From an optimization exercise on the open Yosys and OpenROAD flow, aimed at small area, a short achievable clock period and few clock cycles per item; shortcuts taken in it are not production practice.
Only simulation tests tie the RTL to the original design; equivalence was not proved.
No activity file was given, so power comes from the tool's default toggle rates.

==> flow/config.mk <==
export PLATFORM = sky130hd
export DESIGN_NAME = fsb_conv
export DESIGN_NICKNAME = fsb_conv
export VERILOG_FILES = /design/flow/design.v
export SDC_FILE = /design/flow/constraint.sdc
export NUM_CORES = 4
export LEC_CHECK = 0
export CAP_MARGIN = 20
export CORE_MARGIN = 2
export CORE_UTILIZATION = 40
export PLACE_DENSITY = 0.6
export SLEW_MARGIN = 20
==> flow/constraint.sdc <==
create_clock -name core_clock -period 10.0 [get_ports {clk}]
set_input_delay 2.0000 -clock core_clock [delete_from_list [all_inputs] [get_ports {clk}]]
set_output_delay 2.0000 -clock core_clock [all_outputs]
set_load 0.01 [all_outputs]
==> flow/design.v <==
module fsb_conv (
    input  wire        clk,
    input  wire        rst,
    input  wire        cmd_valid,
    output wire        cmd_ready,
    input  wire [2:0]  cmd_from,
    input  wire [2:0]  cmd_to,
    input  wire [31:0] cmd_len,
    input  wire        cmd_query,
    input  wire        cmd_pad_sign,
    input  wire        in_valid,
    output wire        in_ready,
    input  wire [7:0]  in_data,
    output wire        out_valid,
    input  wire        out_ready,
    output wire [7:0]  out_data,
    output wire        out_last,
    output wire        rsp_valid,
    input  wire        rsp_ready,
    output wire [3:0]  rsp_status,
    output wire [31:0] rsp_len
);
    reg d_sup, d_exp, d_con, d_pre, d_post;
    always @* begin
        d_sup  = 1'b1;
        d_exp  = 1'b0;
        d_con  = 1'b0;
        d_pre  = 1'b0;
        d_post = 1'b0;
        case ({cmd_from, cmd_to})
            {3'd0, 3'd0}, {3'd1, 3'd1}, {3'd2, 3'd2}, {3'd3, 3'd3},
            {3'd4, 3'd4}, {3'd0, 3'd1}, {3'd1, 3'd0}: ;
            {3'd0, 3'd2}, {3'd2, 3'd0}, {3'd1, 3'd2}, {3'd2, 3'd1}:
                d_pre = 1'b1;                           
            {3'd0, 3'd3}: d_exp = 1'b1;
            {3'd0, 3'd4}: begin d_exp = 1'b1; d_post = 1'b1; end
            {3'd2, 3'd3}: begin d_exp = 1'b1; d_pre = 1'b1; end
            {3'd2, 3'd4}: begin d_exp = 1'b1; d_pre = 1'b1; d_post = 1'b1; end
            {3'd3, 3'd0}: d_con = 1'b1;
            {3'd4, 3'd0}: begin d_con = 1'b1; d_pre = 1'b1; end
            {3'd3, 3'd2}: begin d_con = 1'b1; d_post = 1'b1; end
            {3'd4, 3'd2}: begin d_con = 1'b1; d_pre = 1'b1; d_post = 1'b1; end
            default: d_sup = 1'b0;
        endcase
    end
    wire d_badlen = d_con & cmd_len[0];
    wire d_ok     = d_sup & !d_badlen;
    wire d_nz     = |cmd_len;
    wire d_run    = d_nz | cmd_query;    
    localparam [1:0] J_STREAM = 2'd0;
    localparam [1:0] J_QUERY  = 2'd1;
    localparam [1:0] J_RESP   = 2'd2;
    localparam [1:0] S_E = 2'd0;      
    localparam [1:0] S_Q = 2'd1;      
    localparam [1:0] S_P = 2'd2;      
    reg        idle;             
    reg  [1:0] job;
    reg        m_exp, m_con, m_pre, m_post, m_pad;
    reg        rv;
    reg  [1:0] r_st;
    reg [31:0] rem;              
    reg        more;             
    reg [31:0] len;              
    reg        irdy;
    reg  [5:0] R;
    reg  [1:0] r;                
    reg        hi;               
    reg        upar;             
    reg  [7:0] P;                
    reg        Pv, pw;           
    reg  [7:0] OD, X, Y;
    reg        ov, ol;
    reg  [1:0] xs, ys;
    reg        lx, ly;
    reg        xfirst;
    reg  [5:0] qc;               
    reg  [2:0] qv;               
    reg        c1, c2, cb;       
    reg        n0;
    assign cmd_ready  = idle;
    assign in_ready   = irdy;
    assign out_valid  = ov;
    assign out_data   = OD;
    assign out_last   = ol;
    assign rsp_valid  = rv;
    assign rsp_status = {1'b0, r_st[1], 1'b0, r_st[0]};
    assign rsp_len    = len;
    wire cfire = cmd_valid & idle;
    wire rfire = rv & rsp_ready;
    wire ofire = ov & out_ready;
    wire fire  = in_valid & irdy;
    wire xv = (xs != S_E);
    wire yv = (ys != S_E);
    wire xq = (xs == S_Q);
    wire yq = (ys == S_Q);
    wire room    = !xv | !yv | (!ov & !rv);
    wire run     = !idle & (job == J_STREAM);
    wire need_in = !(m_exp & hi & (r == 2'd3));
    wire pfeed   = m_pre & Pv & !pw;
    wire pwait   = m_pre & Pv & pw;
    wire pempty  = m_pre & !Pv;
    wire [7:0] D       = pfeed ? P : (more ? in_data : 8'h00);
    wire       avail   = pfeed | (more ? (in_valid & !pempty) : 1'b1);
    wire       step    = run & room & (!need_in | avail);
    wire       consume = step & need_in;
    wire       inj     = m_con & !more & !Pv;    
    wire [7:0]  Dx = (m_con & hi) ? {D[5:0], 2'b00} : D;
    wire [2:0]  sh = {1'b0, r} + {2'b00, m_exp & hi};
    wire [15:0] W  = {2'b00, R, Dx};
    reg  [7:0]  u8;
    always @* begin
        case (sh)
            3'd0:    u8 = W[7:0];
            3'd1:    u8 = W[9:2];
            3'd2:    u8 = W[11:4];
            3'd3:    u8 = W[13:6];
            default: u8 = W[15:8];
        endcase
    end
    wire        psgn    = m_pad & u8[5];
    wire [7:0]  unit    = inj ? 8'h00 : ((m_exp & hi) ? {psgn, psgn, u8[5:0]} : u8);
    wire        produce = step & !(m_con & hi & (r == 2'd0) & !inj);
    wire rem_is1 = (rem[31:1] == 31'd0) & rem[0];
    wire more_n  = more & !(fire & rem_is1);
    reg  Pv_n, pw_n;
    always @* begin
        Pv_n = Pv;
        pw_n = pw;
        if (pfeed & consume) Pv_n = 1'b0;
        if (pwait & consume) pw_n = 1'b0;
        if (fire & (pempty | pfeed)) begin
            Pv_n = 1'b1;
            pw_n = 1'b1;
        end
    end
    wire data_end = !more_n & !Pv_n;
    wire [1:0] r_n  = !step ? r :
                      (m_exp & hi) ? r + 2'd1 :
                      (m_con & hi) ? r - 2'd1 : r;
    wire       hi_n = hi ^ step;
    wire final_u = m_exp ? (!hi & (r == 2'd0) & data_end) :
                   m_con ? (inj | (data_end & (!m_post | upar))) :
                           data_end;
    wire       qempty = !ov & !xv & !yv;
    wire       qrun = !idle & (job == J_QUERY) & !rv & qempty;
    wire [4:0] qi   = qc[4:0];
    wire       sdone = ofire & ol;
    wire       qdone = qrun & (qi == 5'd31) & (qc[5] | !m_exp);
    wire       edone = !idle & (job == J_RESP) & !rv & qempty;
    wire       rv_n  = (sdone | qdone | edone) | (rv & !rsp_ready);
    wire u_pend  = m_post & !upar;             
    wire u_last  = final_u & !m_post;          
    wire p_last  = final_u & m_post;           
    wire od_free = (!ov | ofire) & !rv_n;   
    wire x_first = xq & (!yq | xfirst);
    wire y_first = yq & !x_first;
    wire take_x  = od_free & x_first;
    wire take_y  = od_free & y_first;
    wire bypass  = od_free & !xq & !yq & produce & !u_pend;
    wire store   = produce & !bypass;
    wire x_free  = !xv | take_x;
    wire to_x    = store & x_free;
    wire to_y    = store & !x_free;
    reg  [1:0] xs_n, ys_n;
    reg        xfirst_n, ov_n;
    always @* begin
        xs_n     = take_x ? S_E : xs;
        ys_n     = take_y ? S_E : ys;
        xfirst_n = xfirst;
        ov_n     = (ov & !ofire) | (od_free & (xq | yq | (produce & !u_pend)));
        if (produce & !u_pend) begin
            if (xs_n == S_P) xs_n = S_Q;
            if (ys_n == S_P) ys_n = S_Q;
        end
        if (to_x) begin
            xs_n     = u_pend ? S_P : S_Q;
            xfirst_n = (ys == S_P) | !(ys_n == S_Q);
        end
        if (to_y) begin
            ys_n     = u_pend ? S_P : S_Q;
            xfirst_n = !((xs == S_P) | !(xs_n == S_Q));
        end
    end
    wire       qa   = rem[0];
    wire       t3   = (qi <= 5'd28) & rem[3];
    wire       y1   = m_con ? (qa ^ !t3 ^ c1) : qa;
    wire       y1c  = (qa & !t3) | (qa & c1) | (!t3 & c1);
    wire       rnd  = (m_pre & !m_con) | (m_con & m_post);
    wire       g0   = (qi == 5'd0) & rnd;
    wire       o1   = y1 ^ (c2 | (g0 & y1));
    wire       o1c  = y1 & (c2 | g0);
    reg  [2:0] v4;               
    always @* begin
        case (qv)
            3'd1:    v4 = 3'd4;
            3'd2:    v4 = 3'd1;
            3'd3:    v4 = 3'd5;
            3'd4:    v4 = 3'd2;
            3'd5:    v4 = 3'd6;
            3'd6:    v4 = 3'd3;
            default: v4 = 3'd0;
        endcase
    end
    wire [2:0] vn   = (v4 == 3'd6 && qa) ? 3'd0 : v4 + {2'd0, qa};
    wire       qe   = m_pre & n0;
    wire [2:0] nm7  = (vn >= 3'd4) ? {vn[1:0], 1'b0} + 3'd1 : {vn[1:0], 1'b0};
    wire [3:0] tsum = {1'b0, nm7} + {3'd0, qe} + 4'd6;
    wire [2:0] tmod = (tsum >= 4'd7) ? tsum[2:0] + 3'd1 : tsum[2:0];
    wire [2:0] kval = {2'b11, qe} - tmod;
    wire       kb   = (qi < 5'd3) & qv[0];
    wire       sd   = (qi >= 5'd3) & qv[0];
    wire       mi   = qa ^ kb ^ c1;
    wire       mic  = (qa & kb) | (qa & c1) | (kb & c1);
    wire       si   = mi ^ sd ^ c2;
    wire       sic  = (mi & sd) | (mi & c2) | (sd & c2);
    wire       o2   = mi ^ si ^ cb;
    wire       o2b  = (!mi & si) | (!mi & cb) | (si & cb);
    wire       len_inc = ofire;
    wire room_n  = (xs_n == S_E) | (ys_n == S_E) | (!ov_n & !rv_n);
    wire need_n  = !(m_exp & hi_n & (r_n == 2'd3));
    wire irdy_n  = cfire ? (d_ok & !cmd_query & d_nz & (d_pre | room_n)) :
                   (!idle & (job == J_STREAM) & more_n &
                    ((m_pre & !Pv_n) | (room_n & need_n)));
    always @(posedge clk) begin
        if (rst) begin
            idle <= 1'b1;
            rv   <= 1'b0;
            ov   <= 1'b0;
            irdy <= 1'b0;
            xs   <= S_E;
            ys   <= S_E;
            len  <= 32'd0;
        end else begin
            rv   <= rv_n;
            irdy <= irdy_n;
            if (sdone | qdone | edone)
                r_st <= edone ? {m_exp, m_con} : 2'b00;
            if (qdone | edone | (produce & final_u))
                idle <= 1'b1;
            if (rfire)
                len <= 32'd0;
            else if (len_inc)
                len <= len + 32'd1;
            else if (qrun)
                len <= {qc[5] ? o2 : o1, len[31:1]};
            ov     <= ov_n;
            xs     <= xs_n;
            ys     <= ys_n;
            xfirst <= xfirst_n;
            if (od_free) begin
                if (take_x)      begin OD <= X;    ol <= lx;     end
                else if (take_y) begin OD <= Y;    ol <= ly;     end
                else if (bypass) begin OD <= unit; ol <= u_last; end
            end
            if (to_x) begin X <= unit; lx <= u_last; end
            else if (p_last & produce & (xs == S_P)) lx <= 1'b1;
            if (to_y) begin Y <= unit; ly <= u_last; end
            else if (p_last & produce & (ys == S_P)) ly <= 1'b1;
            if (cfire) begin
                idle   <= 1'b0;
                m_exp  <= d_ok ? (d_exp & d_run) : 1'b1;
                m_con  <= d_ok ? (d_con & d_run) : d_sup;
                m_pre  <= d_pre;
                m_post <= d_post;
                m_pad  <= cmd_pad_sign;
                rem    <= cmd_len;
                more   <= d_nz;
                n0     <= cmd_len[0];
                r      <= 2'd0;
                hi     <= 1'b1;
                upar   <= 1'b0;
                Pv     <= 1'b0;
                pw     <= 1'b0;
                qc     <= 6'd0;
                qv     <= 3'd0;
                c1     <= (cmd_len[2:0] == 3'd0);
                c2     <= 1'b0;
                if (!d_ok)
                    job <= J_RESP;
                else if (cmd_query)
                    job <= J_QUERY;
                else if (!d_nz)
                    job <= J_RESP;
                else
                    job <= J_STREAM;
            end else begin
                if (fire) begin
                    rem  <= rem - 32'd1;
                    more <= more_n;
                end
                Pv <= Pv_n;
                pw <= pw_n;
                if (fire & (pempty | pfeed))
                    P <= in_data;
                if (consume)
                    R <= D[5:0];
                r  <= r_n;
                hi <= hi_n;
                if (produce)
                    upar <= !upar;
                if (qrun) begin
                    qc  <= qc + 6'd1;
                    rem <= {rem[0], rem[31:1]};
                    if (!qc[5]) begin
                        c1 <= y1c;
                        c2 <= o1c;
                        qv <= vn;
                        if (qi == 5'd31) begin
                            qv <= kval;
                            c1 <= 1'b0;
                            c2 <= 1'b0;
                            cb <= 1'b0;
                        end
                    end else begin
                        c1 <= mic;
                        c2 <= sic;
                        cb <= o2b;
                        qv <= {si, qv[2:1]};
                    end
                end
            end
        end
    end
endmodule
==> flow/flow/run.sh <==
#!/bin/bash
# Standard layout, with the timing repair aiming below the clock period:
# repair_timing works on every path with less than SETUP_SLACK_MARGIN ns of
# slack. The clock, constraints and everything else are the standard flow's own.
set -euo pipefail
bash standard.sh SETUP_SLACK_MARGIN=6.5 finish > standard.log 2>&1
==> flow/standard.sh <==
#!/bin/bash
# synth_recipe.tcl (not shown) runs the flow's synth.tcl, then flattens the netlist and writes it again
# the make line also repeats each setting of config.mk as NAME=value (left out here)
make -C /OpenROAD-flow-scripts/flow DESIGN_CONFIG=/design/flow/config.mk WORK_HOME=/design/flow/orfs CLKGATE_MAP_FILE= SYNTH_SCRIPT=/design/flow/synth_recipe.tcl "${@:-finish}"
==> results of run 1 <==
## stage by stage
step / power, W / instances / instance area (um2) / hold slack (ps) / utilization
floorplan: 0.000867 / 1022 / 9080 / 500 / -
global placement: 0.000948 / 1343 / 10200 / 482 / 0.466
detailed placement: 0.000952 / 1344 / 10300 / 486 / 0.467
CTS: 0.00164 / 1402 / 11300 / 495 / 0.514
global route: 0.00171 / 1409 / 11500 / 522 / 0.526
finish: 0.00164 / 1409 / 11500 / 489 / 0.526
## layer usage
metal	wire, um	global-route usage	part of all wire
met5	0	0	0
met4	315	0.0610	0.013
met3	1420	0.0325	0.057
met2	11500	0.339	0.46
met1	11800	0.298	0.47
## cell families after synthesis
| kind of cell | after synthesis | synth area share |
|---|---|---|
| AND/OR/NAND/NOR | 414 | 0.232 |
| buffers and inverters | 103 | 0.0439 |
| flip-flops | 143 | 0.431 |
| AO/OA/AOI/OAI | 279 | 0.197 |
| multiplexers | 28 | 0.0319 |
| other | 1 | 0.000415 |
| adder cells (fa/ha/maj) | 20 | 0.0310 |
| XOR/XNOR | 33 | 0.0320 |
## state kept, by name (all words and copies together), names as in the netlist, 2 cells and up
register / flops
OD: 8
P: 8
R: 6
X: 8
Y: 8
job: 2
len: 32
qc: 6
qv: 3
r: 2
r_st: 2
rem: 32
xs: 2
ys: 2
## path summary, 6_finish.rpt
kind	end	slack [ps]
max	lx	6450
min	len[18]	490
max reg2reg	qv[2]	6600
min reg2reg	len[18]	490
## cell usage in the layout, fill, tap and decap left out, types with 8 or more instances in the layout
| master | instances |
|---|---|
| dfxtp_2 | 12 |
| clkbuf_16 | 17 |
| or3_1 | 16 |
| and3_1 | 8 |
| xnor2_1 | 11 |
| xor2_1 | 22 |
| dfxtp_1 | 28 |
| ha_1 | 9 |
| o21ai_0 | 75 |
| dlymetal6s2s_1 | 10 |
| a31oi_1 | 18 |
| a21oi_1 | 62 |
| nor4_1 | 15 |
| o211ai_1 | 19 |
| nand4_1 | 12 |
| edfxtp_1 | 103 |
| a211oi_1 | 9 |
| nand3_1 | 31 |
| nand2b_1 | 12 |
| nor3_1 | 30 |
| nand2_1 | 110 |
| clkdlybuf4s50_1 | 82 |
| buf_4 | 37 |
| nor2b_1 | 15 |
| mux2i_1 | 21 |
| inv_1 | 38 |
| and2_1 | 8 |
| nor2_1 | 88 |
## critical path: stages
cell	delay, ps
buf_8	70
nand4_1	120
o41ai_4	470
a31oi_2	170
or4b_4	560
o32ai_4	270
## timing repair
item	4_1_cts	5_1_grt
setup endpoints to repair	138	59
pin swaps	19	22
setup buffers	26	7
hold endpoints to repair	0	0
resized for setup	73	51
## report_power, final
group          total, W  internal (W)  switching (W)
Clock          0.000667      0.000397       0.000270
Combinational  0.000277      0.000123       0.000154
Sequential     0.000699      0.000671      0.0000284
## final cells by class
class / count / area, um2
Inverter: 39 / 146
Clock inverter: 14 / 180
Timing Repair Buffer: 139 / 1340
Fill cell: 1967 / 10400
Clock buffer: 18 / 429
Multi-Input combinational cell: 776 / 5200
Sequential cell: 143 / 3910
Tap cell: 280 / 350
==> results.txt, run 1 <==
number of max-cap violations=0; final setup violation count=0; asr flop ratio synth=0; top cell type's share of synthesized area=0.343; initial antenna violation count=0; Warnings, synthesis=1; die width=approximately 150 um; Max Slew Vio Count=0; Max clock buf depth=2; Die Area=around 0.024 mm2; Core ar.=0.0220 mm2; Setup TNS=0 ps; worst r2r src=qv[2]; FF-to-FF path depth=17; worst vdd ir=0.107 mV; site row count=54; HP Start=len[19]; Worst Path Arrival=3660 ps; grt total ovfl=0; leakage dissipation=4.12 nW; part of the cycle the worst path needs=0.355; cell taking the most area after synthesis=edfxtp_1; HPWL after detailed placement=about 17000 um; initial core utilization=0.411; Layout Nets=about 1200; hold buffers post-CTS=0; status=complete, no violations; Setup crit start kind=input port; largest net degree at the start of global routing=69; drt first pass iters=5; Slew HR=0.413; CP Launch Point=in_valid; number of global-route vias before repair=7788; Avg WL per Cell=17.7 um; Synth cell types=72; Worst Path Max Fanout=3; CP required=10120 ps; FF+latch count, synth=between 100 and 150; Commonest cells post-synth=114 x nand2_1, 103 x edfxtp_1, 93 x nor2_1, 78 x o21ai_0, 65 x a21oi_1; post-synthesis sequential area ratio=0.431; drt drc=0; CP Class=input port to register; Min-Delay Path Class=register to register; pre-CTS setup slack=5390 ps; CTS Sinks=143; # IOs=around 100; number of enable flip-flop cells after synthesis=103; Clock transition at path regs=60 ps; worst setup margin=6450 ps; power per cell area=about 140 mW/mm2; fmax=approximately 0.28 GHz; port buffer count=100; RSZ-0062 raised after global routing=yes; CTS Buf Count=17; H-Tree Depth=4; clock root buffer=clkbuf_16; Hold Path Depth=2; final hold viol count=0; worst slew pin tran=878 ps; Die Ht=154 um; Global Route Usage Sum=0.211; Syn Area/Cell=8.84 um2; most frequent cell after synthesis=nand2_1; top post-synthesis cells by area=edfxtp_1 34%, dfxtp_1 8.9%, nand2_1 4.7%, o21ai_0 4.3%, nor2_1 3.9%; post-DR vias/cell=5.81; # diodes=0; clock latency on the worst-skew pair=420 ps; CTS tree=built; Vias=8192; Crit. End Element=register; Iteration-0 DRC Markers=roughly 670; Routed WL=25000 um; Layout area overhead=27.9%; Final Skew=roughly 7.6 ps; area of the mapped netlist=about 0.0090 mm2; GPL Wtd Cong=0.823; Post-synth top flop=edfxtp_1; first-pass GRT wire length=40600 um; Final Critical Period=3550 ps; antenna-violating nets left=0; share of post-route cells with drive strength above 1=0.147; Mapped Cells=1021
Testbench counts, summed over its fixed seeds: cycles 46,135, bytes 43,714.
==> run 2: changes to the inputs <==
--- a/flow/design.v
+++ b/flow/design.v
@@ -62,6 +62,8 @@
     reg        more;             
     reg [31:0] len;              
     reg        irdy;
+    reg  [7:0] IR;               
+    reg        IRv;
     reg  [5:0] R;
     reg  [1:0] r;                
     reg        hi;               
@@ -99,11 +101,15 @@
     wire pfeed   = m_pre & Pv & !pw;
     wire pwait   = m_pre & Pv & pw;
     wire pempty  = m_pre & !Pv;
-    wire [7:0] D       = pfeed ? P : (more ? in_data : 8'h00);
-    wire       avail   = pfeed | (more ? (in_valid & !pempty) : 1'b1);
-    wire       step    = run & room & (!need_in | avail);
+    wire       src_p   = pfeed;
+    wire       src_ir  = IRv & (!m_pre | pwait);
+    wire       src_z   = !more & !IRv & !pfeed;
+    wire [7:0] D       = src_p ? P : (src_ir ? IR : 8'h00);
+    wire       step    = run & room & (!need_in | src_p | src_ir | src_z);
     wire       consume = step & need_in;
-    wire       inj     = m_con & !more & !Pv;    
+    wire       inj     = m_con & !more & !IRv & !Pv;    
+    wire       move    = run & IRv & (pempty | (pfeed & consume));
+    wire       ir_free = (src_ir & consume) | move;
     wire [7:0]  Dx = (m_con & hi) ? {D[5:0], 2'b00} : D;
     wire [2:0]  sh = {1'b0, r} + {2'b00, m_exp & hi};
     wire [15:0] W  = {2'b00, R, Dx};
@@ -122,18 +128,19 @@
     wire        produce = step & !(m_con & hi & (r == 2'd0) & !inj);
     wire rem_is1 = (rem[31:1] == 31'd0) & rem[0];
     wire more_n  = more & !(fire & rem_is1);
+    wire IRv_n   = (IRv & !ir_free) | fire;
     reg  Pv_n, pw_n;
     always @* begin
         Pv_n = Pv;
         pw_n = pw;
         if (pfeed & consume) Pv_n = 1'b0;
         if (pwait & consume) pw_n = 1'b0;
-        if (fire & (pempty | pfeed)) begin
+        if (move) begin
             Pv_n = 1'b1;
             pw_n = 1'b1;
         end
     end
-    wire data_end = !more_n & !Pv_n;
+    wire data_end = !more & !(IRv & !ir_free) & !Pv_n;
     wire [1:0] r_n  = !step ? r :
                       (m_exp & hi) ? r + 2'd1 :
                       (m_con & hi) ? r - 2'd1 : r;
@@ -151,7 +158,7 @@
     wire u_pend  = m_post & !upar;             
     wire u_last  = final_u & !m_post;          
     wire p_last  = final_u & m_post;           
-    wire od_free = (!ov | ofire) & !rv_n;   
+    wire od_free = (!ov | (ofire & !ol)) & !rv;
     wire x_first = xq & (!yq | xfirst);
     wire y_first = yq & !x_first;
     wire take_x  = od_free & x_first;
@@ -218,9 +225,9 @@
     wire       len_inc = ofire;
     wire room_n  = (xs_n == S_E) | (ys_n == S_E) | (!ov_n & !rv_n);
     wire need_n  = !(m_exp & hi_n & (r_n == 2'd3));
-    wire irdy_n  = cfire ? (d_ok & !cmd_query & d_nz & (d_pre | room_n)) :
+    wire irdy_n  = cfire ? (d_ok & !cmd_query & d_nz) :
                    (!idle & (job == J_STREAM) & more_n &
-                    ((m_pre & !Pv_n) | (room_n & need_n)));
+                    (!IRv_n | (m_pre & !Pv_n) | (room_n & need_n)));
     always @(posedge clk) begin
         if (rst) begin
             idle <= 1'b1;
@@ -270,6 +277,7 @@
                 hi     <= 1'b1;
                 upar   <= 1'b0;
                 Pv     <= 1'b0;
+                IRv    <= 1'b0;
                 pw     <= 1'b0;
                 qc     <= 6'd0;
                 qv     <= 3'd0;
@@ -288,10 +296,13 @@
                     rem  <= rem - 32'd1;
                     more <= more_n;
                 end
+                IRv <= IRv_n;
+                if (fire)
+                    IR <= in_data;
                 Pv <= Pv_n;
                 pw <= pw_n;
-                if (fire & (pempty | pfeed))
-                    P <= in_data;
+                if (move)
+                    P <= IR;
                 if (consume)
                     R <= D[5:0];
                 r  <= r_n;
==> flow/flow/run.sh (replaced) <==
#!/bin/bash
# Standard layout with two changes:
#  - port buffers are sky130_fd_sc_hd__buf_1 (the repair may upsize them),
#  - the timing repair works on every path with less than
#    SETUP_SLACK_MARGIN ns of slack, so it aims below the clock period.
# The clock, constraints and everything else are the standard flow's own.
set -euo pipefail
bash standard.sh SETUP_SLACK_MARGIN=6.5 \
    "BUFFER_PORTS_ARGS=-buffer_cell sky130_fd_sc_hd__buf_1" \
    finish > standard.log 2>&1
==> run 2 against run 1 <==
Area after synthesis up 1.4%. Die area rose by 1.3%. Register-to-register slack worse by 60 ps. Clock-buffer cell count is 4 higher. Worst hold slack got worse by 34 ps. Utilization down 5.8 points. Critical path depth rose by 12. Clock power fell by 7.2%. First-iteration DRC count down 7.9%. Combinational power shrank 26%. Non-clock buffer count down 20. Sequential cell count rose by 9. Largest power group unchanged.
==> results.txt, run 2 <==
antenna-violating nets left=0 (unchanged); largest net degree at the start of global routing=69 (unchanged); commonest non-fill, non-tap cell in the layout=edfxtp_1; final setup violation count=0 (unchanged); Iteration-0 DRC Markers=621 (-7.9%); worst slew pin tran=964 ps (+86.1 ps); worst vdd ir=0.0972 mV (-9.5%); first-pass GRT wire length=38800 um (-4.4%); Setup TNS=0 ps (unchanged); Worst Hold End=P[7]; Final Skew=13.0 ps (+5.31 ps); top post-synthesis cells by area=edfxtp_1 37%, dfxtp_1 8.8%, o21ai_0 5.5%, nand2_1 4.5%, nor2_1 4.0%; most frequent cells in the layout=112 x edfxtp_1, 109 x nand2_1, 101 x o21ai_0; cell taking the most area after synthesis=edfxtp_1; Vias=7922 (-3.3%); clock latency on the worst-skew pair=430 ps (about the same); CTS Buf Count=17 (unchanged); Layout Nets=1165 (-2.1%); number of max-cap violations=0 (unchanged); Placed Area=0.00975 mm2 (-4.9%); Warnings, synthesis=1 (unchanged); Hold Path Depth=0 (-2); Core ar.=0.0226 mm2 (+2.8%); power per cell area=147 mW/mm2 (+3.4%); CP Class=register to register; drt first pass iters=5 (unchanged); largest registers=len: 32 flops, rem: 32 flops; number of enable flip-flop cells after synthesis=112 (+8.7%); CTS Sinks=152 (+6.3%); Worst Path Max Fanout=4 (+1); Max clock buf depth=2 (unchanged); part of the cycle the worst path needs=0.346 (-0.00898); met3 GRT Util=0.0348 (+0.00232); grt total ovfl=0 (unchanged); drt drc=0 (unchanged); FF-to-FF path depth=18 (+1); CTS tree=built; Syn Area/Cell=9.04 um2 (+2.3%); fmax=0.289 GHz (+2.6%); Post-synth top flop=edfxtp_1; Worst Path Arrival=3730 ps (+70 ps); FF+latch count, synth=152 (+6.3%); Routed WL=24000 um (-3.9%); initial antenna violation count=0 (unchanged); clock root buffer=clkbuf_16; M1 GR Usage=0.282 (-0.0152); Synth cell types=74 (+2.8%); share of post-route cells with drive strength above 1=0.0906 (-0.0565); Die Area=0.0241 mm2 (+1.3%); busiest grt layer=met2; number of global-route vias before repair=7347 (-5.7%); Min-Delay Path Class=register to register; Setup crit start kind=register; Layout area overhead=15.4%; port buffer count=100 (unchanged); Slew HR=0.357 (-0.0561); HPWL after detailed placement=16700 um (-1.5%); Global Route Usage Sum=0.201 (-0.0105); asr flop ratio synth=0 (unchanged); Clock transition at path regs=60 ps (about the same); initial core utilization=0.405 (-0.00574); RSZ-0062 raised after global routing=yes; CP required=10280 ps (+160 ps); worst r2r src=qv[0]; met2 Use GR=0.325 (-0.0142); Mapped Cells=1012 (-0.88%); Die Ht=155 um (+0.66%); top cell type's share of synthesized area=0.368 (+0.0249); site row count=55 (+1.9%); GPL Wtd Cong=0.850 (+3.4%); Final Critical Period=3460 ps (-89.8 ps); Max Slew Vio Count=0 (unchanged); Avg WL per Cell=17.3 um (-2.5%); H-Tree Depth=4 (unchanged); post-DR vias/cell=5.70 (-1.9%); # IOs=103 (unchanged); area of the mapped netlist=0.00915 mm2 (+1.4%); R2R Path End=qv[1]; post-synthesis sequential area ratio=0.455 (+0.0238); final instance area=0.0106 mm2 (-8.6%); Commonest cells post-synth=112 x edfxtp_1, 110 x nand2_1, 101 x o21ai_0, 97 x nor2_1, 68 x a21oi_1; most frequent cell after synthesis=edfxtp_1; r2r setup slk=6540 ps (-60 ps); HP Start=IR[7]; die width=155 um (+0.66%); # diodes=0 (unchanged); Crit. End Element=register; leakage dissipation=3.54 nW (-14%); final hold viol count=0 (unchanged); status=complete, no violations
run 2: cell type report:
| cell class | count | area (um2) |
|---|---|---|
| Multi-Input combinational cell | 757 | 4770 |
| Clock buffer | 22 | 475 |
| Tap cell | 285 | 357 |
| Inverter | 44 | 165 |
| Sequential cell | 152 | 4160 |
| Clock inverter | 10 | 80.1 |
| Fill cell | 2206 | 12000 |
| Timing Repair Buffer | 119 | 544 |
run 2: per-layer routing:
metal	up-vias	wire length, um
met4	0	206
met5	-	0
li1	3927	-
met2	226	11100
met3	18	1310
met1	3751	11400
run 2: cells by family (layout without fill, tap and decap cells):
logic type / Yosys count / count (layout) / synth area share
mux: 25 / 25 / 0.0280
compound gates: 291 / 291 / 0.199
buf+inv: 104 / 195 / 0.0448
fa+ha+maj: 21 / 21 / 0.0317
xor+xnor: 33 / 33 / 0.0316
other cells: 1 / 2 / 0.000410
simple gates: 385 / 385 / 0.209
flops: 152 / 152 / 0.455
run 2: report_power, final:
part / total, W / switching, W / leakage, nW / internal [W]
Clock: 0.000619 / 0.000274 / 0.279 / 0.000345
Sequential: 0.000730 / 0.0000246 / 1.36 / 0.000705
Combinational: 0.000204 / 0.000124 / 1.90 / 0.0000801
Total: 0.00155 / 0.000423 / 3.54 / 0.00113
run 2: metrics by stage:
step	power, W	std cells	worst slack (ps)	utilization	hold slack [ps]
4_1_cts	0.00156	1387	6510	0.461	456
3_3_place_gp	0.000931	1346	5730	0.432	439
6_report	0.00155	1389	6540	0.468	455
5_1_grt	0.00162	1389	6370	0.468	464
3_5_place_dp	0.000934	1346	5650	0.432	443
2_1_floorplan	0.000877	1013	6380	-	427
run 2: critical path, stage by stage, from the launching register on:
cell and delay (ps):
edfxtp_1 470, a21boi_2 170, ha_2 200, ha_4 150, mux2i_4 250, ha_2 210
inv_1 60, ha_4 260, inv_1 40, ha_2 180, nand2_1 70, nand3_2 100
xor2_1 180, ha_1 190, ha_1 280, mux2_2 260, nor2_1 90, a21oi_1 50
nor2_1 100
run 2: worst max-delay path by stage:
stage	start	end	slack (ps)	cells after the start
2_1_floorplan	out_ready	X[0]	6380	7
3_3_place_gp	cmd_len[29]	irdy	5730	8
3_5_place_dp	cmd_len[29]	m_exp	5650	7
4_1_cts	cmd_valid	R[5]	6510	4
5_1_grt	out_ready	Y[7]	6370	8
6_report	qv[0]	qv[1]	6540	18
run 2: what timing repair did:
item	CTS	global route
gates cloned	0	0
endpoints found under the setup margin	23	34
resized for setup	9	23
hold buffers	0	0
setup buffers	9	1
pin swaps	2	5
Testbench counts of run 2, summed over its fixed seeds: cycles 46,455, bytes 43,714.
==> run 3: changes to the inputs <==
==> flow/flow/run.sh (replaced) <==
#!/bin/bash
# Standard layout with three changes:
#  - port buffers are sky130_fd_sc_hd__buf_1 (the repair may upsize them),
#  - the clock tree is built from sky130_fd_sc_hd__clkbuf_8,
#  - the timing repair works on every path with less than
#    SETUP_SLACK_MARGIN ns of slack, so it aims below the clock period.
# The clock, constraints and everything else are the standard flow's own.
set -euo pipefail
bash standard.sh SETUP_SLACK_MARGIN=6.5 \
    "BUFFER_PORTS_ARGS=-buffer_cell sky130_fd_sc_hd__buf_1" \
    CTS_BUF_LIST=sky130_fd_sc_hd__clkbuf_8 \
    finish > standard.log 2>&1
==> run 3 against run 2 <==
Sequential cell count unchanged. Global-route usage shrank 0.066 points. Largest cell class unchanged. Via count up 0.21%.
==> results.txt, run 3 <==
status=complete, no violations; GPL Wtd Cong=0.850 (unchanged); final instance area=0.0103 mm2 (-2.0%); commonest non-fill, non-tap cell in the layout=edfxtp_1; Slew HR=0.387 (+0.0302); CP required=10310 ps (+30 ps); number of global-route vias before repair=7317 (-0.41%); Syn Area/Cell=9.04 um2 (unchanged); Crit. End Element=register; r2r setup slk=6540 ps (about the same); clock root buffer=clkbuf_8; leakage dissipation=3.48 nW (-1.7%); largest registers=len: 32 flops, rem: 32 flops; CP Class=register to register; number of enable flip-flop cells after synthesis=112 (unchanged); Critical Path End=qv[1]; initial antenna violation count=0 (unchanged); site row count=55 (unchanged); Synth cell types=74 (unchanged); asr flop ratio synth=0 (unchanged); Post-synth top flop=edfxtp_1; Worst Path Max Fanout=5 (+1); number of max-cap violations=0 (unchanged); Final Critical Period=3460 ps (+5.77 ps); power per cell area=135 mW/mm2 (-8.5%); RSZ-0062 raised after global routing=yes; Setup TNS=0 ps (unchanged); share of post-route cells with drive strength above 1=0.0885 (-0.00205); HPWL after detailed placement=16700 um (unchanged); die width=155 um (unchanged); largest net degree at the start of global routing=69 (unchanged); # IOs=103 (unchanged); CP Launch Point=qv[1]; grt total ovfl=0 (unchanged); R2R Path End=qv[1]; # diodes=0 (unchanged); post-synthesis sequential area ratio=0.455 (unchanged); cell taking the most area after synthesis=edfxtp_1; Max clock buf depth=2 (unchanged); Core ar.=0.0226 mm2 (unchanged); Global Route Usage Sum=0.200 (-0.000658); worst vdd ir=0.0726 mV (-25%); worst slew pin tran=919 ps (-45.3 ps); drt drc=0 (unchanged); Routed WL=23900 um (-0.62%); Mapped Cells=1012 (unchanged); Final Skew=17.6 ps (+4.63 ps); top post-synthesis cells by area=edfxtp_1 37%, dfxtp_1 8.8%, o21ai_0 5.5%, nand2_1 4.5%, nor2_1 4.0%; Clock transition at path regs=80 ps (+20 ps); worst r2r src=qv[1]; Vias=7939 (+0.21%); CTS Buf Count=17 (unchanged); FF-to-FF path depth=18 (unchanged); Placed Area=0.00975 mm2 (unchanged); hold buffers post-CTS=0 (unchanged); most frequent cells in the layout=112 x edfxtp_1, 108 x nand2_1, 101 x o21ai_0; Avg WL per Cell=17.1 um (-0.83%); Hold Slack=462 ps (+7.47 ps); CTS tree=built; fill cell count=2244 (+1.7%); Setup crit start kind=register; H-Tree Depth=4 (unchanged); area of the mapped netlist=0.00915 mm2 (unchanged); worst setup margin=6540 ps (-5.77 ps); CTS Sinks=152 (unchanged); fmax=0.289 GHz (-0.17%); Worst Path Arrival=3770 ps (+40 ps); Iteration-0 DRC Markers=627 (+0.97%); final setup violation count=0 (unchanged); FF+latch count, synth=152 (unchanged); Layout Nets=1168 (+0.26%); Warnings, synthesis=1 (unchanged); first-pass GRT wire length=38700 um (-0.14%); post-route insts no fill=1392 (+0.22%); part of the cycle the worst path needs=0.346 (+0.000577); antenna-violating nets left=0 (unchanged); pre-CTS setup slack=5650 ps (unchanged); clock latency on the worst-skew pair=460 ps (+30 ps); top cell type's share of synthesized area=0.368 (unchanged); Min-Delay Path Class=register to register; final hold viol count=0 (unchanged); Max Slew Vio Count=0 (unchanged); Commonest cells post-synth=112 x edfxtp_1, 110 x nand2_1, 101 x o21ai_0, 97 x nor2_1, 68 x a21oi_1; initial core utilization=0.405 (unchanged); most frequent cell after synthesis=edfxtp_1; Layout area overhead=13.1%; post-DR vias/cell=5.70 (about the same); Die Ht=155 um (unchanged); Die Area=0.0241 mm2 (unchanged); port buffer count=100 (unchanged); Inst Count DP=1346 (unchanged); drt first pass iters=5 (unchanged)
## run 3: cell types whose count changed in the layout (fill, tap and decap cells not counted), sizes merged
cell / delta
bufinv: +1
clkbuf: -5
inv: +3
buf: +4
## run 3: layer usage
| metal | GRT usage | part of all wire | up-vias |
|---|---|---|---|
| met2 | 0.323 | 0.46 | 228 |
| met1 | 0.283 | 0.47 | 3760 |
| met3 | 0.0373 | 0.060 | 18 |
| li1 | - | - | 3933 |
| met4 | 0.0402 | 0.0081 | 0 |
| met5 | 0 | 0 | - |
## run 3: layout make-up
class	count	area (um2)	area share
clock buffer	18	248	0.0239
clock inverter	14	121	0.0117
inverter	44	165	0.0160
multi-input combinational	757	4730	0.457
sequential	152	4160	0.402
tap	285	357	0.0345
timing repair buffer	122	562	0.0543
## run 3: repair_timing
item | CTS | global route
setup buffers | 9 | 4
pin swaps | 2 | 5
resized for setup | 9 | 14
endpoints found under the setup margin | 23 | 32
## run 3: worst min-delay path by stage
stage	slack, ps	depth (start not counted)	start	to
after global placement	440	0	IR[3]	P[3]
after floorplan	430	0	IR[0]	P[0]
final	460	0	IR[7]	P[7]
after CTS	460	0	IR[7]	P[7]
after global routing	470	0	IR[7]	P[7]
after detailed placement	440	0	IR[7]	P[7]
## run 3: power breakdown
group | internal [W] | switching, W
clock network | 0.000206 | 0.000253
registers | 0.000705 | 0.0000243
logic | 0.0000806 | 0.000124
## run 3: metrics by stage
step / util / total power, W
after floorplan: - / 0.000877
after global placement: 0.432 / 0.000931
after detailed placement: 0.432 / 0.000934
after CTS: 0.453 / 0.00140
after global routing: 0.458 / 0.00146
final: 0.458 / 0.00139
## run 3: logic make-up (layout without fill, tap and decap cells)
family,Yosys count,after routing,synth area share
other,1,2,0.000410
AO/OA/AOI/OAI,291,291,0.199
buffers and inverters,104,198,0.0448
flip-flops,152,152,0.455
adder cells (fa/ha/maj),21,21,0.0317
XOR/XNOR,33,33,0.0316
AND/OR/NAND/NOR,385,385,0.209
multiplexers,25,25,0.0280
## run 3: critical path: stages (launching register included)
cell	delay, ps
edfxtp_1	460
a21boi_2	190
ha_1	180
ha_2	180
mux2i_2	230
ha_2	220
inv_1	60
ha_4	260
inv_1	40
ha_2	190
nand2_2	60
nand3_2	90
xor2_1	180
ha_1	190
ha_1	290
mux2_2	270
nor2_1	90
a21oi_1	50
nor2_1	100
==> run 4: changes to the inputs <==
--- a/flow/design.v
+++ b/flow/design.v
@@ -61,6 +61,9 @@
     reg [31:0] rem;              
     reg        more;             
     reg [31:0] len;              
+    reg  [1:0] lph;              
+    reg        sfin;             
+    reg        core_done;
     reg        irdy;
     reg  [7:0] IR;               
     reg        IRv;
@@ -95,8 +98,8 @@
     wire yv = (ys != S_E);
     wire xq = (xs == S_Q);
     wire yq = (ys == S_Q);
-    wire room    = !xv | !yv | (!ov & !rv);
-    wire run     = !idle & (job == J_STREAM);
+    wire room    = !xv | !yv | !ov;
+    wire run     = !idle & (job == J_STREAM) & !core_done;
     wire need_in = !(m_exp & hi & (r == 2'd3));
     wire pfeed   = m_pre & Pv & !pw;
     wire pwait   = m_pre & Pv & pw;
@@ -148,17 +151,18 @@
     wire final_u = m_exp ? (!hi & (r == 2'd0) & data_end) :
                    m_con ? (inj | (data_end & (!m_post | upar))) :
                            data_end;
-    wire       qempty = !ov & !xv & !yv;
-    wire       qrun = !idle & (job == J_QUERY) & !rv & qempty;
-    wire [4:0] qi   = qc[4:0];
+    wire       cp    = !idle & (lph == 2'd0) & !rv;    
+    wire       qrun  = !idle & (lph == 2'd1);
+    wire [4:0] qi    = qc[4:0];
+    wire       qend  = qrun & (qi == 5'd31) & ((job == J_RESP) | !m_exp | qc[5]);
+    wire       ldone = (lph == 2'd2) | qend;
     wire       sdone = ofire & ol;
-    wire       qdone = qrun & (qi == 5'd31) & (qc[5] | !m_exp);
-    wire       edone = !idle & (job == J_RESP) & !rv & qempty;
-    wire       rv_n  = (sdone | qdone | edone) | (rv & !rsp_ready);
+    wire       raise = !idle & ((job == J_STREAM) ? ((sdone | sfin) & ldone) : qend);
+    wire       rv_n  = raise | (rv & !rsp_ready);
     wire u_pend  = m_post & !upar;             
     wire u_last  = final_u & !m_post;          
     wire p_last  = final_u & m_post;           
-    wire od_free = (!ov | (ofire & !ol)) & !rv;
+    wire od_free = !ov | ofire;
     wire x_first = xq & (!yq | xfirst);
     wire y_first = yq & !x_first;
     wire take_x  = od_free & x_first;
@@ -188,8 +192,8 @@
             xfirst_n = !((xs == S_P) | !(xs_n == S_Q));
         end
     end
-    wire       qa   = rem[0];
-    wire       t3   = (qi <= 5'd28) & rem[3];
+    wire       qa   = len[0];
+    wire       t3   = (qi <= 5'd28) & len[3];
     wire       y1   = m_con ? (qa ^ !t3 ^ c1) : qa;
     wire       y1c  = (qa & !t3) | (qa & c1) | (!t3 & c1);
     wire       rnd  = (m_pre & !m_con) | (m_con & m_post);
@@ -222,11 +226,13 @@
     wire       sic  = (mi & sd) | (mi & c2) | (sd & c2);
     wire       o2   = mi ^ si ^ cb;
     wire       o2b  = (!mi & si) | (!mi & cb) | (si & cb);
-    wire       len_inc = ofire;
-    wire room_n  = (xs_n == S_E) | (ys_n == S_E) | (!ov_n & !rv_n);
+    wire       qout = (job == J_RESP) ? 1'b0 :
+                      !m_exp ? o1 :
+                      qc[5] ? o2 : qa;
+    wire room_n  = (xs_n == S_E) | (ys_n == S_E) | !ov_n;
     wire need_n  = !(m_exp & hi_n & (r_n == 2'd3));
-    wire irdy_n  = cfire ? (d_ok & !cmd_query & d_nz) :
-                   (!idle & (job == J_STREAM) & more_n &
+    wire irdy_n  = cfire ? (d_ok & !cmd_query & d_nz & !rv_n) :
+                   (!idle & (job == J_STREAM) & more_n & ((lph != 2'd0) | !rv_n) &
                     (!IRv_n | (m_pre & !Pv_n) | (room_n & need_n)));
     always @(posedge clk) begin
         if (rst) begin
@@ -236,20 +242,22 @@
             irdy <= 1'b0;
             xs   <= S_E;
             ys   <= S_E;
-            len  <= 32'd0;
         end else begin
             rv   <= rv_n;
             irdy <= irdy_n;
-            if (sdone | qdone | edone)
-                r_st <= edone ? {m_exp, m_con} : 2'b00;
-            if (qdone | edone | (produce & final_u))
+            if (raise) begin
                 idle <= 1'b1;
-            if (rfire)
-                len <= 32'd0;
-            else if (len_inc)
-                len <= len + 32'd1;
-            else if (qrun)
-                len <= {qc[5] ? o2 : o1, len[31:1]};
+                r_st <= (job == J_RESP) ? {m_exp, m_con} : 2'b00;
+            end
+            if (sdone)
+                sfin <= 1'b1;
+            if (cp) begin
+                len <= rem;
+                lph <= 2'd1;
+            end else if (qrun) begin
+                len <= {qout, len[31:1]};
+                if (qend) lph <= 2'd2;
+            end
             ov     <= ov_n;
             xs     <= xs_n;
             ys     <= ys_n;
@@ -278,6 +286,9 @@
                 upar   <= 1'b0;
                 Pv     <= 1'b0;
                 IRv    <= 1'b0;
+                lph    <= 2'd0;
+                sfin   <= 1'b0;
+                core_done <= 1'b0;
                 pw     <= 1'b0;
                 qc     <= 6'd0;
                 qv     <= 3'd0;
@@ -307,11 +318,12 @@
                     R <= D[5:0];
                 r  <= r_n;
                 hi <= hi_n;
-                if (produce)
+                if (produce) begin
                     upar <= !upar;
+                    if (final_u) core_done <= 1'b1;
+                end
                 if (qrun) begin
                     qc  <= qc + 6'd1;
-                    rem <= {rem[0], rem[31:1]};
                     if (!qc[5]) begin
                         c1 <= y1c;
                         c2 <= o1c;
==> run 4 against run 3 <==
Total power down 1.6%. Highest routed layer unchanged. Cell area down 5.8%. Non-clock buffer count is 10 lower. Largest cell class is now flip-flops and latches.
==> results.txt, run 4 <==
leakage dissipation=3.22 nW (-7.3%); # IOs=103 (unchanged); Layout Nets=968 (-17%); Post-synth top flop=edfxtp_1; drt first pass iters=7 (+2); share of post-route cells with drive strength above 1=0.116 (+0.0271); GPL Wtd Cong=0.870 (+2.3%); Warnings, synthesis=1 (unchanged); antenna-violating nets left=0 (unchanged); FF+latch count, synth=156 (+2.6%); CTS Buf Count=17 (unchanged); Crit. End Element=register; final setup violation count=0 (unchanged); Routed WL=20100 um (-16%); Min-Delay Path Class=register to register; pre-CTS setup slack=6050 ps (+395 ps); Tot Pwr=0.00137 W (-1.6%); HPWL after detailed placement=14500 um (-13%); Avg WL per Cell=17.0 um (-0.88%); status=complete, no violations; post-synthesis sequential area ratio=0.535 (+0.0797); top cell type's share of synthesized area=0.516 (+0.149); Synth cell types=73 (-1.4%); Core ar.=0.0211 mm2 (-6.6%); Global Route Usage Sum=0.179 (-0.0210); drt drc=0 (unchanged); clock root buffer=clkbuf_8; most frequent cells in the layout=148 x edfxtp_1, 100 x buf_1, 77 x nand2_1; Final Critical Period=3390 ps (-68.7 ps); number of enable flip-flop cells after synthesis=148 (+32%); Max clock buf depth=2 (unchanged); CTS tree=built; area of the mapped netlist=0.00861 mm2 (-5.9%); Vias=6513 (-18%); top post-synthesis cells by area=edfxtp_1 52%, mux2_2 4.4%, o21ai_0 3.8%, nand2_1 3.4%, nor2_1 3.1%; port buffer count=100 (unchanged); Iteration-0 DRC Markers=503 (-20%); first-pass GRT wire length=31800 um (-18%); worst vdd ir=0.0819 mV (+13%); Worst Path Max Fanout=5 (unchanged); Max Slew Vio Count=0 (unchanged); asr flop ratio synth=0 (unchanged); Commonest cells post-synth=148 x edfxtp_1, 77 x nand2_1, 70 x nor2_1, 65 x o21ai_0, 37 x a21oi_1; most frequent cell after synthesis=edfxtp_1; fmax=0.295 GHz (+2.0%); Setup crit start kind=register; clock latency on the worst-skew pair=460 ps (about the same); power per cell area=141 mW/mm2 (+4.5%); commonest non-fill, non-tap cell in the layout=edfxtp_1; final hold viol count=0 (unchanged); Layout area overhead=13.2% (about the same); CP Class=register to register; final instance area=0.00974 mm2 (-5.8%); RSZ-0062 raised after global routing=yes; die width=151 um (-2.9%); Syn Area/Cell=10.8 um2 (+19%); initial antenna violation count=0 (unchanged); site row count=53 (-3.6%); part of the cycle the worst path needs=0.339 (-0.00687); H-Tree Depth=4 (unchanged); CP required=10300 ps (about the same); Placed Area=0.00926 mm2 (-5.0%); Worst Path Arrival=3700 ps (-70 ps); CP Launch Point=qv[1]; Setup TNS=0 ps (unchanged); # diodes=0 (unchanged); Hold Slack=454 ps (-7.92 ps); largest registers=len: 32 flops, rem: 32 flops; post-DR vias/cell=5.51 (-3.5%); worst slew pin tran=1090 ps (+170 ps); Die Ht=151 um (-2.9%); Clock transition at path regs=90 ps (about the same); number of global-route vias before repair=6003 (-18%); number of max-cap violations=0 (unchanged); HP Start=IR[7]; worst r2r src=qv[1]; CTS Sinks=156 (+2.6%); initial core utilization=0.408 (+0.00290); cell taking the most area after synthesis=edfxtp_1; worst setup margin=6610 ps (+68.7 ps); grt total ovfl=0 (unchanged); Mapped Cells=801 (-21%); Slew HR=0.264 (-0.123); Final Skew=16.1 ps (-1.53 ps); Die Area=0.0227 mm2 (-5.8%); largest net degree at the start of global routing=72 (+4.3%)
run 4: cell count changes after synthesis, sizes merged, moves of 16 or more:
cell / change
a21oi: -31
clkbuf: -18
dfxtp: -32
edfxtp: +36
mux2: +29
nand2: -33
nor2: -27
nor3: -16
o21ai: -37
run 4: per-layer routing:
metal  vias to the layer above  GRT usage  share of wire  wire length, um
li1                       3194          -              -                -
met1                      3084      0.259           0.48             9630
met2                       213      0.265           0.44             8890
met3                        22     0.0464          0.063             1270
met4                         0     0.0519          0.016              318
met5                         -          0              0                0
run 4: final cells by class:
cell class                 instances  area (um2)
clock buffer                      17         234
clock inverter                    15         125
fill                            2032       11300
inverter                          36         135
multi-input combinational        572        3820
sequential                       156        4600
tap                              275         344
timing repair buffer             112         485
run 4: cells by family after synthesis:
kind of cell	after synthesis	share of synthesized area
simple gates	284	0.165
compound gates	186	0.141
flops	156	0.535
buf+inv	74	0.0344
mux	44	0.0561
xor+xnor	37	0.0376
fa+ha+maj	19	0.0311
other cells	1	0.000436
run 4: what timing repair did:
action	in CTS	in global routing
gates resized for setup	1	11
gates cloned	0	0
pin swaps	0	3
setup endpoints to repair	1	14
hold buffers	0	0
setup buffers	2	4
run 4: per-stage QoR:
| step | instances | utilization |
|---|---|---|
| finish | 1183 | 0.462 |
| global route | 1183 | 0.462 |
| CTS | 1178 | 0.457 |
| detailed placement | 1144 | 0.439 |
| global placement | 1144 | 0.439 |
| floorplan | 802 | - |
run 4: worst max-delay path, cell delays in order (launching register included):
cell	delay, ps
edfxtp_1	440
a21boi_2	180
ha_2	180
ha_4	160
mux2i_2	220
ha_2	220
inv_1	40
ha_1	270
inv_1	40
ha_1	200
nand2_1	80
nand3_2	100
xor2_1	160
ha_1	180
ha_1	260
mux2_2	260
nor2_1	90
a21oi_1	50
nor2_1	110
run 4: path summary, 6_finish.rpt:
check          end  slack, ps  depth (start not counted)
max          qv[1]       6610                         18
min           P[7]        450                          0
max reg2reg  qv[1]       6610                         18
min reg2reg   P[7]        450                          0
run 4: where the power goes:
group | switching (W) | internal, W | total (W) | leakage, nW
clock network | 0.000262 | 0.000180 | 0.000442 | 0.184
logic | 0.0000997 | 0.0000664 | 0.000166 | 1.61
registers | 0.0000227 | 0.000740 | 0.000763 | 1.43
total | 0.000385 | 0.000986 | 0.00137 | 3.22
Testbench counts of run 4, summed over its fixed seeds: cycles 47,157, bytes 43,714.
==> run 5: changes to the inputs <==
--- a/flow/flow/run.sh
+++ b/flow/flow/run.sh
@@ -6,7 +6,7 @@
 #    SETUP_SLACK_MARGIN ns of slack, so it aims below the clock period.
 # The clock, constraints and everything else are the standard flow's own.
 set -euo pipefail
-bash standard.sh SETUP_SLACK_MARGIN=6.5 \
+bash standard.sh SETUP_SLACK_MARGIN=6.65 \
     "BUFFER_PORTS_ARGS=-buffer_cell sky130_fd_sc_hd__buf_1" \
     CTS_BUF_LIST=sky130_fd_sc_hd__clkbuf_8 \
     finish > standard.log 2>&1
==> run 5 against run 4 <==
Fmax is 3.3% higher. Clock power up 8.1%. Synthesized cell count unchanged. Sequential cell count did not move. Register-to-register slack better by 110 ps. Total power increased by 3.5%. Non-clock buffer count up 3. First-iteration DRC count grew 17%. Combinational power increased by 6%. Utilization rose by 0.97 points. Worst hold slack better by 10 ps. Critical endpoint unchanged.
==> results.txt, run 5 <==
Worst Path Arrival=3470 ps (-230 ps); commonest non-fill, non-tap cell in the layout=edfxtp_1; Tot Pwr=0.00142 W (+3.5%); status=complete, no violations; worst setup margin=6720 ps (+110 ps); worst r2r src=qv[2]; final hold viol count=0 (unchanged); GPL Wtd Cong=0.842 (-3.2%); HP Start=IR[3]; Setup crit start kind=register; initial antenna violation count=0 (unchanged); Max Slew Vio Count=0 (unchanged); final instance area=0.00995 mm2 (+2.1%); Syn Area/Cell=10.8 um2 (unchanged); power per cell area=143 mW/mm2 (+1.3%); CTS Buf Count=17 (unchanged); post-DR vias/cell=5.57 (+1.2%); worst vdd ir=0.0825 mV (+0.74%); Crit. End Element=register; FF+latch count, synth=156 (unchanged); CTS tree=built; Die Ht=151 um (unchanged); Clock transition at path regs=90 ps (about the same); Final Skew=14.8 ps (-1.29 ps); slowest cell on the critical path=edfxtp_1; R2R Path End=qv[1]; CP required=10190 ps (-110 ps); Slew HR=0.233 (-0.0309); largest net degree at the start of global routing=37 (-49%); Setup TNS=0 ps (unchanged); Global Route Usage Sum=0.189 (+0.0102); CP delay by family, top=adder cells; area of the mapped netlist=0.00861 mm2 (unchanged); Mapped Cells=801 (unchanged); critical-path cell list=a21boi_1 -> ha_2 -> ha_4 -> mux2i_2 -> ha_2 -> inv_2 -> ha_4 -> inv_2 -> ha_4 -> nand2_4 -> nand3_4 -> xor2_1 -> ha_2 -> ha_4 -> mux2_4 -> nor2_1 -> a21oi_1 -> nor2_1; die width=151 um (unchanged); part of the cycle the worst path needs=0.328 (-0.0110); port buffer count=100 (unchanged); CP Class=register to register; drt drc=0 (unchanged); clock root buffer=clkbuf_8; cell taking the most area after synthesis=edfxtp_1; FF-to-FF path depth=18 (unchanged); number of global-route vias before repair=6217 (+3.6%); top cell type's share of synthesized area=0.516 (unchanged); Post-synth top flop=edfxtp_1; number of max-cap violations=0 (unchanged); critical path's largest stage delay=440 ps (about the same); most frequent cells in the layout=148 x edfxtp_1, 100 x buf_1, 76 x nand2_1; Layout area overhead=15.5%; asr flop ratio synth=0 (unchanged); Worst Path Max Fanout=4 (-1); Buf/Inv on CP=2 (unchanged); Layout Nets=973 (+0.52%); Avg WL per Cell=17.7 um (+3.9%); fmax=0.304 GHz (+3.3%); H-Tree Depth=4 (unchanged); Die Area=0.0227 mm2 (unchanged); r2r setup slk=6720 ps (+110 ps); # diodes=0 (unchanged); hold buffers post-CTS=0 (unchanged); RSZ-0062 raised after global routing=yes; # IOs=103 (unchanged); share of post-route cells with drive strength above 1=0.139 (+0.0235); Commonest cells post-synth=148 x edfxtp_1, 77 x nand2_1, 70 x nor2_1, 65 x o21ai_0, 37 x a21oi_1; Routed WL=21000 um (+4.3%); HPWL after detailed placement=14500 um (about the same); leakage dissipation=3.28 nW (+1.7%); Max clock buf depth=2 (unchanged); Synth cell types=73 (unchanged); worst slew pin tran=1130 ps (+45.8 ps); drt first pass iters=5 (-2); Warnings, synthesis=1 (unchanged); post-synthesis sequential area ratio=0.535 (unchanged); grt total ovfl=0 (unchanged); Top cell by count, worst path=ha_4; Worst Hold End=P[3]; Placed Area=0.00926 mm2 (about the same); pre-CTS setup slack=5690 ps (-357 ps); site row count=53 (unchanged); CTS Sinks=156 (unchanged); Hold Path Depth=0 (unchanged); top post-synthesis cells by area=edfxtp_1 52%, mux2_2 4.4%, o21ai_0 3.8%, nand2_1 3.4%, nor2_1 3.1%; Vias=6620 (+1.6%); Final Critical Period=3280 ps (-110 ps); Iteration-0 DRC Markers=591 (+17%); clock latency on the worst-skew pair=480 ps (+20 ps); initial core utilization=0.408 (unchanged); final setup violation count=0 (unchanged); Min-Delay Path Class=register to register; number of enable flip-flop cells after synthesis=148 (unchanged); largest registers=len: 32 flops, rem: 32 flops; first-pass GRT wire length=33300 um (+4.8%); most frequent cell after synthesis=edfxtp_1; Core ar.=0.0211 mm2 (unchanged); antenna-violating nets left=0 (unchanged)
[run 5: cell counts after synthesis]
Identical to the previous run, type by type.
[run 5: worst max-delay path by stage]
stage | from | to | slack (ps) | cells past startpoint
after CTS | idle | cmd_ready | 6610 | 1
after global routing | qv[2] | qv[1] | 6530 | 18
after floorplan | rst | len[0] | 6310 | 2
final | qv[2] | qv[1] | 6720 | 18
after global placement | cmd_valid | rem[6] | 5690 | 4
after detailed placement | cmd_valid | rem[12] | 5690 | 4
[run 5: what timing repair did]
item | CTS | global route
resized for setup | 14 | 23
buffers inserted | 4 | 8
gates cloned | 2 | 0
setup endpoints to repair | 67 | 78
pin swaps | 4 | 13
[run 5: metal layers]
layer  share of wire  vias to the layer above  global-route usage
met4           0.015                        0              0.0533
met1            0.48                     3208               0.278
met3           0.051                       25              0.0427
li1                -                     3198                   -
met5               0                        -                   0
met2            0.45                      189               0.282
[run 5: worst reg2reg max path, stage by stage, from the launching register on]
cell and delay, ps:
edfxtp_1 440, a21boi_1 160, ha_2 200, ha_4 130
mux2i_2 230, ha_2 220, inv_2 50, ha_4 260
inv_2 40, ha_4 160, nand2_4 70, nand3_4 80
xor2_1 180, ha_2 180, ha_4 250, mux2_4 130
nor2_1 30, a21oi_1 140, nor2_1 60
[run 5: area by class of cell]
class	count	area, um2
fill	1998	11100
sequential	156	4610
multi-input combinational	574	3970
timing repair buffer	115	500
tap	275	344
clock buffer	17	234
clock inverter	15	156
inverter	36	140
[run 5: cell families (layout without fill, tap and decap cells)]
| group | after synthesis | count (layout) | share of synthesized area |
|---|---|---|---|
| AOI/OAI and AO/OA | 186 | 187 | 0.141 |
| muxes | 44 | 44 | 0.0561 |
| buffers and inverters | 74 | 183 | 0.0344 |
| xor gates and xnor gates | 37 | 37 | 0.0376 |
| adders and majority gates | 19 | 19 | 0.0311 |
| DFF | 156 | 156 | 0.535 |
| other | 1 | 2 | 0.000436 |
| and+or+nand+nor | 284 | 285 | 0.165 |
[run 5: report_power, final]
group	internal, W	switching, W	total, W
Clock	0.000206	0.000271	0.000478
Combinational	0.0000721	0.000104	0.000176
Sequential	0.000740	0.0000240	0.000764
[run 5: stage by stage]
step | util | hold WS [ps] | instances
after floorplan | - | 427 | 802
after global placement | 0.439 | 446 | 1142
after detailed placement | 0.439 | 449 | 1142
after CTS | 0.463 | 471 | 1180
after global routing | 0.472 | 478 | 1188
final | 0.472 | 464 | 1188

-- separate check: timing with driven ports --
Ports are ideal in the flow. The routed layouts listed here were re-timed in OpenROAD.
Step 1 assumes that a clkbuf_16 drives the clock port and a buf_2 every other input.
Step 2 times the ports against the registers' clock, not the clock port: input delays grow and output delays shrink by t, the midpoint of the rising clock arrivals with the driver on.
Slacks: ideal ports / drivers / drivers and shift; pairs: ideal ports / drivers.
| run | shift t [ns] | setup WS [ns] | hold WS [ns] |
|---|---|---|---|
| run 1 | 0.465 | 6.453 / 6.421 / 5.956 | 0.489 / 0.489 / 0.489 |
| run 2 | 0.472 | 6.543 / 6.543 / 6.142 | 0.455 / 0.455 / 0.455 |
| run 3 | 0.497 | 6.537 / 6.537 / 6.120 | 0.462 / 0.462 / 0.462 |
| run 4 | 0.495 | 6.606 / 6.606 / 6.178 | 0.454 / 0.454 / 0.454 |
| run 5 | 0.508 | 6.716 / 6.716 / 6.237 | 0.464 / 0.464 / 0.464 |
After both steps setup and hold are still met in every run listed. The setup slack of run 1, which loses most, moves by -0.032 ns with the drivers and by -0.497 ns with both steps.
